Source: an optimization exercise on an open RTL-to-GDS flow (aim: small area, a short achievable clock period and few clock cycles per item). Production flows keep margins and buffers that such runs may drop. In this exercise RTL edits were held to simulation tests only and were not proved equivalent to the original.

==> flow/design.v (outline; a module is shown in full before it is edited, if it fits) <==
// module cvdsp_noise: 2503 lines
module cvdsp_noise (
    input  wire        clk,
    input  wire        rst,           
    input  wire        start,
    input  wire [1:0]  op,
    input  wire        clk_flag,      
    input  wire        hold_flag,     
    input  wire [2:0]  scale_sel,     
    input  wire [31:0] now,           
    input  wire [7:0]  pot_a,         
    input  wire [7:0]  pot_b,         
    input  wire [7:0]  pot3,          
    input  wire [15:0] raw_a,         
    input  wire [15:0] raw_b,         
    input  wire [31:0] arg,           
    input  wire [31:0] cfg_tmin,      
    input  wire [31:0] cfg_tmax,      
    input  wire [15:0] cfg_ext_thresh,  
    input  wire [31:0] cfg_pulse_us,  
    output wire        done,
    output wire  [13:0] quant_mv,      
    output wire         pulse,         
    output wire  [1:0]  fired,         
    output wire  [31:0] seed,          
    output wire  [13:0] cur_a,         
    output wire  [13:0] cur_b,         
    output wire  [31:0] last_a,        
    output wire  [31:0] last_b,        
    output wire  [2:0]  scale,         
    output wire         armed,         
    output wire  [31:0] pulse_until    
);
  // ...
==> flow/run.sh <==
#!/bin/bash
# synth_recipe.tcl (not shown) runs the flow's synth.tcl, then flattens the netlist and writes it again
# the make line also repeats each setting of config.mk as NAME=value (left out here)
make -C /OpenROAD-flow-scripts/flow DESIGN_CONFIG=/design/flow/config.mk WORK_HOME=/design/flow/orfs CLKGATE_MAP_FILE= SYNTH_SCRIPT=/design/flow/synth_recipe.tcl finish
==> flow/config.mk <==
export PLATFORM = sky130hd
export DESIGN_NAME = cvdsp_noise
export DESIGN_NICKNAME = cvdsp_noise
export VERILOG_FILES = /design/flow/design.v
export SDC_FILE = /design/flow/constraint.sdc
export NUM_CORES = 4
export LEC_CHECK = 0
export ABC_AREA = 1
export CAP_MARGIN = 20
export CORE_MARGIN = 2
export CORE_UTILIZATION = 40
export PLACE_DENSITY = 0.6
export SLEW_MARGIN = 20
==> flow/constraint.sdc <==
create_clock -name core_clock -period 22.0 [get_ports {clk}]
set_input_delay 4.4000 -clock core_clock [delete_from_list [all_inputs] [get_ports {clk}]]
set_output_delay 4.4000 -clock core_clock [all_outputs]
set_load 0.01 [all_outputs]
==> impl_metrics.yaml, run 1 <==
outcome:
  status: "finished clean"
synth:
  yosysTopAreaCellShare_pct: 19.9
  syn-num-nets: 15200
  synth.distinct_cells: 77
  yosys.area.top_type: "fa_1"
  synth_top_family_by_area: "adder cells"
finish:
  syn2layout_area_growth_pct: 9.65
  seq-cell-share_pct: 5.43
  multiInputGateArea_sq_um: 73000
  largest_class: "multi-input gates"
  multi_input_area_share_pct: 75.2
  drive_above_1_share_pct: 3.95
critical_path:
  rr_endpoint: "p1_v2[13]"
  crit_arrival_ns: 10.81
  crit_end: "armed"
  path_class: "reg -> out"
  worst-path-max-fanout: 65
place:
  port_buffers: 419
  placedCellCount: 16200
floorplanning:
  die_w_um: 475
  row_count: 172
  core-area_sq_um: 220000
global_routing:
  grt_max_degree: 70
  antenna_found_initial: 29
  grt_util_met3_pct: 6.98
timing:
  slew_viol_final: 0
  fin_setup_tns_ns: 0
cts:
  cts-buffers-inserted: 34
  tritoncts: "done"
  postCtsHoldBufs: 0
drt:
  wire_per_inst_um: 24.0
  wl_met2_mm: 165
Testbench counts, summed over its fixed seeds: cycles 12,000, commands 12,000.
==> run 2: changes to the inputs <==
==> flow/flow/run.sh (new file) <==
#!/bin/bash
# The standard layout, with plain buffers (sky130_fd_sc_hd__buf_2) on the
# ports instead of buffer_ports's default choice, and timing repair asked for
# 8 ns of setup slack at the design's clock period.
# The make output goes to layout.log here; ORFS's per-step logs stay under orfs/logs.
set -euo pipefail
export BUFFER_PORTS_ARGS="-buffer_cell sky130_fd_sc_hd__buf_2"
export SETUP_SLACK_MARGIN=8
bash standard.sh > layout.log 2>&1
==> flow/standard.sh (new file) <==
#!/bin/bash
# synth_recipe.tcl (not shown) runs the flow's synth.tcl, then flattens the netlist and writes it again
# the make line also repeats each setting of config.mk as NAME=value (left out here)
make -C /OpenROAD-flow-scripts/flow DESIGN_CONFIG=/design/flow/config.mk WORK_HOME=/design/flow/orfs CLKGATE_MAP_FILE= SYNTH_SCRIPT=/design/flow/synth_recipe.tcl "${@:-finish}"
removed: flow/run.sh
==> impl_metrics.yaml, run 2 <==
critical_path:
  endpoint_kind: "flip-flop"
  worst-path-max-fanout: 40
  crit_cells: 37
  crit_arrival_ns: 14.17
  reg2reg_from: "st_sbase[10]"
  cpMaxStageDelayCell: "inv_1"
  cp.required_ns: 22.54
  cpPeakStageDelay_ns: 0.62
  path_class: "in -> reg"
  crit_end: "st_sn[0]"
  reg2reg_depth: 45
  critPathLaunchType: "input port"
  startpoint: "pot_b[3]"
  cp_num_buf_inv: 11
  rr_endpoint: "p1_v2[13]"
  cp_top_family: "buffers and inverters"
  cpMostUsedCell: "inv_1"
  ff2ff_setup_slack_ns: 11.74
synth:
  synth-async-reset-ratio_pct: 0
  synth-edff-count: 0
  ys_top_cells_by_count: "nand2_1, inv_1, nor2_1, fa_1, o21ai_0"
  synth_area_sq_um: 88600
  syn-instance-count: 13300
  yosysMostFrequentCell: "nand2_1"
  synth-seq-cells: 263
  yosysTopAreaCellShare_pct: 19.9
  seq_area_frac_synth_pct: 5.94
  syn-num-nets: 15200
  netlist_top_cells_area: "fa_1, ha_1, nand2_1"
  syn_area_per_cell_sq_um: 6.66
  synth.distinct_cells: 77
  ys_warn_count: 1
  yosys.area.top_type: "fa_1"
  synthFlopType: "dfxtp_1"
cts:
  path_clk_slew_ns: 0.06
  cts_sinks: 263
  postCtsHoldBufs: 0
  clock_latency_ns: 0.70
  htreeDepth: 1
  tritoncts: "done"
  cts-buffers-inserted: 31
  cts_buffer_depth: 3
  clock-root-buffer: "clkbuf_16"
timing:
  layout_min_cycle_time_ns: 13.62
  finClkSkew_ns: 0.0708
  fin_setup_tns_ns: 0
  relSlewSlack_pct: 22.6
  fin_crit_sh_pct: 61.9
  rsz0062_at_grt: "true"
  max_freq_ghz: 0.0734
  finalSetupViolations: 0
  slew_viol_final: 0
  worst_slew_pin_slew_ns: 1.16
  hold_viol: 0
floorplanning:
  die_w_um: 475
  dieArea_sq_um: 225000
  initial_core_util_pct: 40.3
  dieHeight_um: 475
  core-area_sq_um: 220000
  ioPinCount: 420
  row_count: 172
finish:
  drive_above_1_share_pct: 7.36
  final_common_cell: "nand2_1"
  syn2layout_area_growth_pct: 7.56
  final_nets: 15200
  final_core_util_pct: 43.3
  layout_common_cells: "nand2_1, inv_1, nor2_1, fa_1, o21ai_0"
drt:
  antenna_left: 0
  detail_route.first_pass.iterations: 7
  first_iter_violations: 11700
  drc: 0
  wire_per_inst_um: 23.7
  vias_per_cell: 5.85
  vias: 95200
  drt-total-wl_mm: 386
global_routing:
  grt-ovfl-total: 0
  grt_use_met1_pct: 44.6
  antenna_found_initial: 25
  gr-usage-met2_pct: 50.5
  grt_pass1_wl_mm: 575
  grt_util_met3_pct: 6.92
  grt.busiest_layer: "met2"
  grt_usage_pct: 33.1
  grt_max_degree: 83
  grt_pass1_vias: 90700
worst_hold_path:
  hold_path_class: "reg -> reg"
  whs_path_depth: 2
place:
  gp_congestion: 1.04
  dp_hpwl_mm: 295
  port_buffers: 419
job:
  cap_violations: 0
outcome:
  status: "finished clean"
run 2: how the worst min path moves through the flow:
| stage | startpoint | endpoint | slack [ns] |
|---|---|---|---|
| floorplan | st_cur_b[12] | st_cur_b[12] | 0.44 |
| global placement | st_cur_b[12] | st_cur_b[12] | 0.45 |
| detailed placement | st_cur_b[11] | st_cur_b[11] | 0.47 |
| CTS | st_cur_b[11] | st_cur_b[11] | 0.47 |
| global route | st_cur_b[10] | st_cur_b[10] | 0.49 |
| finish | st_last_b[0] | st_last_b[0] | 0.47 |
run 2: cell families (layout without fill, tap and decap cells):
logic type	Yosys count	in the layout	share of synthesized area (%)
buffers and inverters	2840	2850	12.2
xor gates and xnor gates	952	952	9.61
DFF	263	263	5.94
other	0	11	0
muxes	6	6	0.0678
AOI/OAI and AO/OA	2935	2935	19.8
and+or+nand+nor	4638	4640	21.5
adders and majority gates	1661	1661	30.9
run 2: tightest hold or removal path, cell delays in order, from the launching register on:
cell and delay, ns:
dfxtp_1 0.30, nand2_1 0.07, a21oi_1 0.06
run 2: what timing repair did:
item,4_1_cts,5_1_grt
gates cloned,1,1
resized for setup,11,48
hold endpoints to repair,0,0
pin swaps,0,5
setup buffers,0,18
endpoints found under the setup margin,42,47
run 2: per-layer routing:
metal / vias to the layer above / share of wire (%) / routed length, um
li1: 43600 / - / -
met2: 5818 / 43 / 165000
met5: - / 0.024 / 91
met3: 1090 / 11 / 43000
met1: 44700 / 41 / 158000
met4: 14 / 5.2 / 20300
run 2: stage by stage:
stage / hold slack (ns) / cell area [sq um] / worst slack [ns] / instances
final: 0.473 / 95300 / 8.38 / 16300
after CTS: 0.474 / 94900 / 8.01 / 16200
after detailed placement: 0.465 / 93800 / 7.68 / 16200
after floorplan: 0.437 / 88600 / 9.94 / 13300
after global placement: 0.450 / 93800 / 7.77 / 16200
after global routing: 0.487 / 95300 / 7.86 / 16300
run 2: final cells by class:
type / count / area (sq um)
diodes: 11 / 27.5
clock buffers: 40 / 850
clock inverters: 17 / 275
fillers: 23400 / 125000
inverters: 2135 / 8050
multi-input cells: 10200 / 73200
flip-flops and latches: 263 / 5280
well taps: 2958 / 3700
repair buffers: 658 / 3920
==> run 3: changes to the inputs <==
==> flow/flow/run.sh (replaced) <==
#!/bin/bash
# The standard layout, with plain buffers (sky130_fd_sc_hd__buf_2) on the
# ports instead of buffer_ports's default choice, and timing repair asked for
# 11 ns of setup slack at the design's clock period.
# The make output goes to layout.log here; ORFS's per-step logs stay under orfs/logs.
set -euo pipefail
export BUFFER_PORTS_ARGS="-buffer_cell sky130_fd_sc_hd__buf_2"
export SETUP_SLACK_MARGIN=11
bash standard.sh > layout.log 2>&1
==> impl_metrics.yaml, run 3 <==
synth:
  yosysTopAreaCellShare_pct: 19.9
  synth-async-reset-ratio_pct: 0
  synthFlopType: "dfxtp_1"
  ys_top_cells_by_count: "nand2_1, inv_1, nor2_1, fa_1, o21ai_0"
  synth.distinct_cells: 77
  syn-instance-count: 13300
  ys_warn_count: 1
  syn_area_per_cell_sq_um: 6.66
  yosys.area.top_type: "fa_1"
  syn-num-nets: 15200
  yosysMostFrequentCell: "nand2_1"
  netlist_top_cells_area: "fa_1, ha_1, nand2_1"
  synth-edff-count: 0
  synth-seq-cells: 263
  seq_area_frac_synth_pct: 5.94
  synth_area_sq_um: 88600
cts:
  cts_buffer_depth: 3
  cts-buffers-inserted: 34
  cts_sinks: 263
  clock-root-buffer: "clkbuf_16"
  htreeDepth: 2
  clock_latency_ns: 0.64
  postCtsHoldBufs: 0
  tritoncts: "done"
  path_clk_slew_ns: 0.07
critical_path:
  cpPeakStageDelay_ns: 0.59
  cpMaxStageDelayCell: "or4_1"
  critPathLaunchType: "flip-flop"
  path_class: "reg -> reg"
  cp.required_ns: 22.54
  reg2reg_from: "p1_v1[7]"
  crit_arrival_ns: 13.30
  ff2ff_setup_slack_ns: 9.25
  cpMostUsedCell: "buf_4"
  endpoint_kind: "flip-flop"
  reg2reg_depth: 89
  rr_endpoint: "st_until[3]"
  worst-path-max-fanout: 8
global_routing:
  grt_pass1_vias: 98600
  antenna_found_initial: 29
  grt-ovfl-total: 0
  grt_pass1_wl_mm: 639
  grt_usage_pct: 37.2
  grt_max_degree: 83
drt:
  antenna_left: 0
  drc: 0
  detail_route.first_pass.iterations: 31
  wire_per_inst_um: 27.0
  first_iter_violations: 15100
  vias_per_cell: 6.08
  vias: 105000
  drt-total-wl_mm: 464
floorplanning:
  ioPinCount: 420
  dieArea_sq_um: 225000
  row_count: 172
  initial_core_util_pct: 40.3
  die_w_um: 475
  dieHeight_um: 475
  core-area_sq_um: 220000
timing:
  hold_viol: 0
  fin_crit_sh_pct: 58.0
  relSlewSlack_pct: 13.8
  layout_min_cycle_time_ns: 12.75
  worst_slew_pin_slew_ns: 1.28
  slew_viol_final: 0
  max_freq_ghz: 0.0784
  finalSetupViolations: 0
  fin_setup_tns_ns: 0
  rsz0062_at_grt: "true"
  finClkSkew_ns: 0.0508
place:
  placed_area_sq_um: 94000
  port_buffers: 419
  gp_congestion: 1.01
  dp_hpwl_mm: 300
finish:
  drive_above_1_share_pct: 19.0
  layout_common_cells: "nand2_1, inv_1, nor2_1, fa_1, xor2_1"
  final_common_cell: "nand2_1"
  syn2layout_area_growth_pct: 25.5
  final_core_util_pct: 50.5
  final_cell_area_sq_um: 111000
  num-fill-cells: 21500
  multiInputGateArea_sq_um: 77500
  final-seq-area_sq_um: 5300
  final_nets: 16100
worst_hold_path:
  hold_path_class: "reg -> reg"
  min-delay-start: "st_cur_b[10]"
  whs_path_depth: 2
  whs_endpoint: "st_cur_b[10]"
job:
  cap_violations: 0
outcome:
  status: "finished clean"
run 3: cell count changes in the layout (fill, tap and decap cells not counted), sizes merged:
cell / delta
buf: +891
clkinvlp: +40
inv: -35
diode: +13
clkbuf: +12
bufbuf: +10
bufinv: -2
nand2: +1
xor2: +1
run 3: cell families (layout without fill, tap and decap cells):
logic type / Yosys count / after routing / share of synthesized area [%]
other: 0 / 24 / 0
DFF: 263 / 263 / 5.94
and+or+nand+nor: 4638 / 4641 / 21.5
buffers and inverters: 2840 / 3766 / 12.2
xor gates and xnor gates: 952 / 953 / 9.61
adders and majority gates: 1661 / 1661 / 30.9
AOI/OAI and AO/OA: 2935 / 2935 / 19.8
muxes: 6 / 6 / 0.0678
run 3: final cells by class:
class                      instances  share of cell area (%)
tap                             2958                    3.33
clock buffer                      40                   0.804
inverter                        2135                    7.58
sequential                       263                    4.77
clock inverter                    16                   0.236
multi-input combinational      10200                    69.7
timing repair inverter             4                  0.0259
antenna                           24                  0.0540
timing repair buffer            1571                    13.5
run 3: worst max path at each step:
stage / slack (ns) / end / depth (start not counted) / from
after floorplan: 10.50 / st_sn[0] / 46 / cfg_tmin[0]
after global placement: 7.94 / st_sn[0] / 35 / pot_b[2]
after detailed placement: 8.06 / st_sn[0] / 38 / pot_b[1]
after CTS: 9.93 / pulse_until[3] / 55 / p1_v1[8]
after global routing: 9.01 / pulse_until[2] / 58 / p1_v1[7]
final: 9.25 / st_until[3] / 89 / p1_v1[7]
run 3: per-layer routing:
layer | vias to the layer above | track usage [%] | wire length, um
li1 | 45500 | - | -
met1 | 49200 | 47.2 | 174000
met2 | 7642 | 56.6 | 192000
met3 | 2222 | 11.2 | 61200
met4 | 66 | 19.6 | 34500
met5 | - | 2.10 | 1850
run 3: critical path: cells and delay by family (launching register included):
kind / cells / cell delay, ns
xor gates and xnor gates: 2 / 0.27
DFF: 1 / 0.44
adders and majority gates: 5 / 1.32
buffers and inverters: 52 / 6.41
AOI/OAI and AO/OA: 12 / 1.74
and+or+nand+nor: 18 / 2.34
run 3: stage by stage:
step | hold slack [ns] | setup WS [ns] | instances
floorplan | 0.437 | 10.50 | 13300
global placement | 0.451 | 7.94 | 16200
detailed placement | 0.452 | 8.06 | 16200
CTS | 0.469 | 9.93 | 17000
global route | 0.485 | 9.01 | 17200
finish | 0.476 | 9.25 | 17200
run 3: timing repair:
action                     4_1_cts  5_1_grt
gates cloned                    28        8
pin swaps                      236      263
hold endpoints to repair         0        0
setup buffers                  725      181
setup endpoints to repair      103      100
resized for setup             1049     1004
==> run 4: changes to the inputs <==
==> flow/flow/run.sh (replaced) <==
#!/bin/bash
# The standard layout, with the port buffers that buffer_ports inserts
# made plain buffers (sky130_fd_sc_hd__buf_2) instead of its default choice.
# The make output goes to layout.log here; ORFS's per-step logs stay under orfs/logs.
set -euo pipefail
export BUFFER_PORTS_ARGS="-buffer_cell sky130_fd_sc_hd__buf_2"
bash standard.sh > layout.log 2>&1
==> impl_metrics.yaml, run 4 <==
floorplanning:
  ioPinCount: 420
  row_count: 172
  dieArea_sq_um: 225000
  core-area_sq_um: 220000
  initial_core_util_pct: 40.3
  die_w_um: 475
  dieHeight_um: 475
cts:
  htreeDepth: 1
  cts_setup_buffers: 0
  path_clk_slew_ns: 0.06
  cts_sinks: 263
  cts-buffers-inserted: 31
  clock-root-buffer: "clkbuf_16"
  postCtsHoldBufs: 0
  clock_latency_ns: 0.70
  cts_resized: 0
  tritoncts: "done"
  cts_buffer_depth: 3
global_routing:
  antenna_found_initial: 25
  grt_usage_pct: 33.0
  grt_max_degree: 83
  grt_pass1_wl_mm: 574
  grt-ovfl-total: 0
  grt_pass1_vias: 90600
critical_path:
  cpMaxStageDelayCell: "nor2_2"
  critPathLaunchType: "flip-flop"
  cpMostUsedCell: "nand2_1"
  worst-path-max-fanout: 65
  cp_num_buf_inv: 11
  path_class: "reg -> out"
  cpPeakStageDelay_ns: 0.59
  crit_arrival_ns: 10.53
  cp.required_ns: 17.60
  endpoint_kind: "output port"
  cp_top_family: "simple AND/OR/NAND/NOR gates"
finish:
  final_nets: 15200
  layout_common_cells: "nand2_1, inv_1, nor2_1, fa_1, o21ai_0"
  syn2layout_area_growth_pct: 7.22
  drive_above_1_share_pct: 6.93
  final_common_cell: "nand2_1"
  num-fill-cells: 23400
  stdcell_count: 16300
  multiInputGateArea_sq_um: 73000
  final-seq-area_sq_um: 5270
timing:
  max_freq_ghz: 0.0670
  layout_min_cycle_time_ns: 14.93
  fin_crit_sh_pct: 67.9
  rsz0062_at_grt: "false"
  hold_viol: 0
  finClkSkew_ns: 0.0695
  fin_setup_tns_ns: 0
  slew_viol_final: 0
  worst_slew_pin_slew_ns: 1.14
  finalSetupViolations: 0
  relSlewSlack_pct: 23.9
synth:
  synth-edff-count: 0
  synth-seq-cells: 263
  synth_area_sq_um: 88600
  synth-async-reset-ratio_pct: 0
  yosys.area.top_type: "fa_1"
  yosysMostFrequentCell: "nand2_1"
  syn_area_per_cell_sq_um: 6.66
  syn-num-nets: 15200
  synthFlopType: "dfxtp_1"
  syn-instance-count: 13300
  seq_area_frac_synth_pct: 5.94
  ys_top_cells_by_count: "nand2_1, inv_1, nor2_1, fa_1, o21ai_0"
  netlist_top_cells_area: "fa_1, ha_1, nand2_1"
  yosysTopAreaCellShare_pct: 19.9
  ys_warn_count: 1
  synth.distinct_cells: 77
place:
  placedCellCount: 16200
  dp_hpwl_mm: 295
  gp_congestion: 1.04
  port_buffers: 419
drt:
  vias_per_cell: 5.85
  antenna_left: 0
  detail_route.first_pass.iterations: 8
  wire_per_inst_um: 23.7
  drt-total-wl_mm: 386
  first_iter_violations: 11700
  drc: 0
  vias: 95100
outcome:
  status: "finished clean"
job:
  cap_violations: 0
worst_hold_path:
  hold_path_class: "reg -> reg"
run 4: cell counts after synthesis:
No cell type changed its count.
run 4: final cells by class:
cell class	count	share of cell area, %
Tap cell	2958	3.90
Timing Repair Buffer	640	3.98
Clock buffer	40	0.894
Sequential cell	263	5.55
Antenna cell	18	0.0474
Multi-Input combinational cell	10200	76.9
Inverter	2135	8.45
Clock inverter	17	0.290
run 4: worst paths after layout:
| check | from | cells after the start | endpoint | slack (ns) |
|---|---|---|---|---|
| setup / recovery | p1_v1[11] | 54 | armed | 7.07 |
| hold / removal | st_cur_b[11] | 2 | st_cur_b[11] | 0.47 |
| setup reg to reg | st_sbase[7] | 41 | p1_v2[13] | 11.79 |
| hold reg to reg | st_cur_b[11] | 2 | st_cur_b[11] | 0.47 |
run 4: cells by family after synthesis:
group	synth area share [%]
flops	5.94
mux	0.0678
xor+xnor	9.61
buf+inv	12.2
simple gates	21.5
fa+ha+maj	30.9
compound gates	19.8
run 4: worst register-to-register path, delay by kind of cell (launching register included):
kind,cells,cell delay (ns)
flops,1,0.39
fa+ha+maj,6,3.23
compound gates,6,1.67
simple gates,22,3.06
buf+inv,7,1.76
run 4: stage by stage:
| step | setup WS (ns) | utilization (%) | instance area [sq um] | hold WS (ns) |
|---|---|---|---|---|
| 3_3_place_gp | 7.77 | 42.6 | 93800 | 0.450 |
| 6_report | 7.07 | 43.2 | 95000 | 0.474 |
| 3_5_place_dp | 7.68 | 42.6 | 93800 | 0.465 |
| 2_1_floorplan | 9.94 | - | 88600 | 0.437 |
| 5_1_grt | 6.06 | 43.2 | 94900 | 0.487 |
| 4_1_cts | 7.04 | 43.1 | 94900 | 0.474 |
run 4: metal layers:
layer / track usage [%] / up-vias / share of wire, %
li1: - / 43600 / -
met4: 14.8 / 14 / 5.4
met2: 50.5 / 5789 / 42
met3: 6.89 / 1082 / 11
met1: 44.6 / 44700 / 41
met5: 0 / - / 0.024

## separate check: timing with driven ports
The flow's constraints put no driver on any port. The routed layouts listed below were extracted and timed again, unchanged, in two steps. Step 1 (the two cells are an assumption about what drives the block):
set clk [get_ports {clk}]
set_driving_cell -lib_cell sky130_fd_sc_hd__clkbuf_16 $clk
set_driving_cell -lib_cell sky130_fd_sc_hd__buf_2 [delete_from_list [all_inputs] $clk]
Step 2 times the ports against the registers' clock, not the clock port: input delays grow and output delays shrink by t, the midpoint of the rising clock arrivals with the driver on. a / b / c = ideal / step 1 / step 2; a / b = the first two.
| run | t (ns) | setup slack, ns | worst setup path after step 2 | clock arrival spread, ns |
|---|---|---|---|---|
| run 1 | 0.695 | 6.789 / 6.704 / 6.883 | input to register | 0.081 / 0.080 |
| run 2 | 0.746 | 8.376 / 8.433 / 7.688 | input to register | 0.073 / 0.073 |
| run 3 | 0.698 | 9.247 / 9.177 / 9.247 | register to register | 0.057 / 0.058 |
| run 4 | 0.742 | 7.073 / 6.996 / 7.368 | input to register | 0.073 / 0.073 |
After both steps every run listed still meets setup and hold. The setup slack of run 2, which loses most, moves by +0.057 ns with the drivers and by -0.688 ns with both steps.
